Background: an optimization exercise with open tools, aiming at small area, a short achievable clock period and few clock cycles per item. Do not read the settings as production practice. Where RTL was checked, it was by simulation tests only, not by an equivalence proof against the original.

==> branch juniper <==
// hdu_top
module hdu_top (
    input  wire        clk,
    input  wire        rst,         
    input  wire        in_valid,
    output wire        in_ready,
    input  wire [31:0] in_cmd,
    input  wire [31:0] in_opa,
    input  wire [31:0] in_opb,
    output reg         out_valid,
    output wire [31:0] out_result,
    output wire [31:0] out_status
);
==> flow/config.mk <==
export PLATFORM = sky130hd
export DESIGN_NAME = hdu_top
export DESIGN_NICKNAME = hdu_top
export VERILOG_FILES = /design/flow/design.v
export SDC_FILE = /design/flow/constraint.sdc
export NUM_CORES = 4
export LEC_CHECK = 0
export ABC_AREA = 1
export ABC_CLOCK_PERIOD_IN_PS = 9000
export CAP_MARGIN = 20
export CORE_MARGIN = 2
export CORE_UTILIZATION = 40
export SLEW_MARGIN = 20
==> flow/constraint.sdc <==
create_clock -name core_clock -period 44.0 [get_ports {clk}]
set_input_delay 8.8000 -clock core_clock [delete_from_list [all_inputs] [get_ports {clk}]]
set_output_delay 8.8000 -clock core_clock [all_outputs]
set_load 0.01 [all_outputs]
standard.sh (not shown) runs the stock make flow with config.mk's settings and CLKGATE_MAP_FILE= SYNTH_SCRIPT=/design/flow/synth_recipe.tcl, a recipe that flattens the netlist after the stock synthesis.
==> flow/flow/run.sh <==
#!/bin/bash
# The standard layout (standard.sh), with these changes to how the layout
# is made (constraints untouched):
#  - synthesis runs Yosys's synth with -noabc, so the full adders written in
#    the RTL reach extract_fa without the polarity changes abc -fast makes;
#  - ports are buffered with sky130_fd_sc_hd__buf_1;
#  - clock tree: larger sink clusters and no dummy loads;
#  - repair_timing over-fixes setup by the margin in flow/margin.txt.
set -o pipefail
export SETUP_SLACK_MARGIN=$(cat flow/margin.txt)
export BUFFER_PORTS_ARGS="-buffer_cell sky130_fd_sc_hd__buf_1"
export CTS_ARGS="-sink_clustering_enable -repair_clock_nets -dont_use_dummy_load -sink_clustering_size 24 -sink_clustering_max_diameter 60"
bash standard.sh SYNTH_ARGS=-noabc finish > standard.log 2>&1
==> flow/flow/margin.txt <==
34
==> branch sierra: changes against branch juniper <==
==> flow/flow/run.sh (replaced) <==
#!/bin/bash
# The standard layout (standard.sh), with three changes to how the layout
# is made (constraints untouched):
#  - synthesis runs Yosys's synth with -noabc, so the full adders written in
#    the RTL reach extract_fa without the polarity changes abc -fast makes;
#  - ports are buffered with sky130_fd_sc_hd__buf_1;
#  - repair_timing over-fixes setup by the margin in flow/margin.txt.
set -o pipefail
export SETUP_SLACK_MARGIN=$(cat flow/margin.txt)
export BUFFER_PORTS_ARGS="-buffer_cell sky130_fd_sc_hd__buf_1"
bash standard.sh SYNTH_ARGS=-noabc finish > standard.log 2>&1
==> branch onyx: changes against branch juniper <==
==> flow/flow/run.sh (replaced) <==
#!/bin/bash
# The standard layout (standard.sh), with three changes to how the layout
# is made (constraints untouched):
#  - synthesis runs Yosys's synth with -noabc, so the full adders written in
#    the RTL reach extract_fa without the polarity changes abc -fast makes;
#  - ports are buffered with sky130_fd_sc_hd__buf_1;
#  - repair_timing over-fixes setup by the margin in flow/margin.txt.
set -o pipefail
export SETUP_SLACK_MARGIN=$(cat flow/margin.txt)
export BUFFER_PORTS_ARGS="-buffer_cell sky130_fd_sc_hd__buf_1"
bash standard.sh SYNTH_ARGS=-noabc finish > standard.log 2>&1
--- a/flow/config.mk
+++ b/flow/config.mk
@@ -6,8 +6,8 @@
 export NUM_CORES = 4
 export LEC_CHECK = 0
 export ABC_AREA = 1
 export ABC_CLOCK_PERIOD_IN_PS = 9000
 export CAP_MARGIN = 20
 export CORE_MARGIN = 2
-export CORE_UTILIZATION = 40
+export CORE_UTILIZATION = 65
 export SLEW_MARGIN = 20
==> branch tundra: changes against branch juniper <==
--- a/flow/design.v
+++ b/flow/design.v
@@ -309,18 +309,20 @@
     endfunction
     wire [2:0] kmax = first1(cxf);
     wire [2:0] kmin = first1(cnf);
     wire       bsel = (bp0 <= bp1);
     wire [4:0] vb   = bsel ? {bp1, 1'b1} : {bp0, 1'b0};
     wire [4:0] vsel = cfg_mod ? vmax : vb;
-    wire [7:0] dh = {2'b00, cfg_thresh} + {3'b000, vsel} - {2'b00, wc} - (cfg_mod ? 8'd14 : 8'd8);
-    wire [7:0] dl = {2'b00, cfg_thresh} + {2'b00, wc} - {3'b000, vmin} - 8'd17 - {6'd0, c[31], 1'b0};
-    wire [7:0] dw = {1'b0, wc, 1'b0} - {3'b000, vmin} - {3'b000, vmax} - 8'd3 - {6'd0, c[31], 1'b0};
-    wire       hit_hi = !dh[7];
-    wire       hit_lo = cfg_mod && !dl[7];
-    wire       lo_w   = !dw[7];
+    wire [6:0] hi_l = {1'b0, wc} + (cfg_mod ? 7'd14 : 7'd8);
+    wire [6:0] hi_r = {1'b0, cfg_thresh} + {2'b00, vsel};
+    wire [6:0] lo_l = {2'b00, vmin} + 7'd17 + {5'd0, c[31], 1'b0};
+    wire [6:0] lo_r = {1'b0, cfg_thresh} + {1'b0, wc};
+    wire       hit_hi = hi_l <= hi_r;
+    wire       hit_lo = cfg_mod && (lo_l <= lo_r);
+    wire [6:0] lo_sum = {2'b00, vmin} + {2'b00, vmax} + 7'd3 + {5'd0, c[31], 1'b0};
+    wire       lo_w   = lo_sum <= {wc, 1'b0};
     wire       use_lo = hit_lo && lo_w;
     wire       dec_hit = hit_hi || hit_lo;
     wire [3:0] best_i = !cfg_mod ? {3'd0, bsel} : use_lo ? {1'b0, kmin} : {1'b1, kmax};
     wire [4:0]  enc_i = {cfg_mod, c[3:0]};
     wire [30:0] enc_chip;
     localparam [31:0] CT0 = 32'hcf305555;
==> flow/flow/run.sh (replaced) <==
#!/bin/bash
# The standard layout (standard.sh), with three changes to how the layout
# is made (constraints untouched):
#  - synthesis runs Yosys's synth with -noabc, so the full adders written in
#    the RTL reach extract_fa without the polarity changes abc -fast makes;
#  - ports are buffered with sky130_fd_sc_hd__buf_1;
#  - repair_timing over-fixes setup by the margin in flow/margin.txt.
set -o pipefail
export SETUP_SLACK_MARGIN=$(cat flow/margin.txt)
export BUFFER_PORTS_ARGS="-buffer_cell sky130_fd_sc_hd__buf_1"
bash standard.sh SYNTH_ARGS=-noabc finish > standard.log 2>&1
==> notes <==
- Against branch juniper, the die area of branch onyx is lower by 38%.
- Branch sierra passed the timing, design-rule and antenna checks. Branch onyx produced a clean layout. Branch tundra went through all stages and came out clean. Branch juniper finished clean.
- Between branch tundra and branch juniper, the lower register-to-register slack is in branch tundra (gap 0.50 ns).
- The highest setup slack belongs to branch juniper, the lowest to branch onyx.
==> figures <==
metric                                                            branch tundra   branch sierra  branch juniper     branch onyx
Reg2Reg Setup Slack                                                    34.68 ns        35.17 ns        35.18 ns        35.17 ns
Met2 wire length                                                       10.90 mm        10.44 mm        10.33 mm        10.07 mm
Slew Limit Headroom                                                      0.3519          0.3608          0.3623          0.3150
Outcome                                                          finished clean  finished clean  finished clean  finished clean
Area leader, netlist                                                    dfxtp_1            fa_1            fa_1            fa_1
Synthesized-area fraction occupied by ao, oa, aoi and oai cells          0.1075          0.1045          0.1045          0.1045
Met1 Routed Length                                                     11.44 mm        10.60 mm        10.60 mm        9.901 mm
Effective utilization at floorplan                                       0.4066          0.4090          0.4090          0.6591
Global-route wire length before repair                                 39.76 mm        36.54 mm        36.42 mm        36.42 mm
Cells resized by post-CTS repair                                              0               0               0               1
Testbench counts of branch juniper, summed over its fixed seeds: cycles 16,016, items 16,000.
Testbench counts of branch sierra, summed over its fixed seeds: cycles 16,016, items 16,000.
Testbench counts of branch onyx, summed over its fixed seeds: cycles 16,016, items 16,000.
For branch tundra, only the layout was checked, not whether the RTL still works.

port drivers added, routing unchanged:
Ports are ideal in the flow. The routed layouts listed here were re-timed in OpenROAD.
Step 1 sets driving cells, clkbuf_16 on the clock port and buf_2 on the other inputs (assumed; they add their load-dependent delay and slew).
Step 2 also shifts input and output timing later by t, the mid clock arrival at the registers, as if the neighbouring blocks saw the same clock.
a / b / c = ideal ports / drivers / drivers and shift; a / b = the first two.
run	shift t [ns]	setup slack, ns	worst setup path after step 2	worst data-port slew with drivers (ns)
branch juniper	0.383	34.232 / 34.186 / 34.035	input to register	0.04
branch sierra	0.390	34.222 / 34.177 / 34.037	input to register	0.04
branch onyx	0.394	34.096 / 34.054 / 34.041	input to register	0.06
branch tundra	0.387	34.136 / 34.092 / 34.027	input to register	0.05
After both steps setup and hold are still met in every run listed. For branch juniper, which loses most, drivers alone change the setup slack by -0.046 ns; drivers and shift together by -0.197 ns.
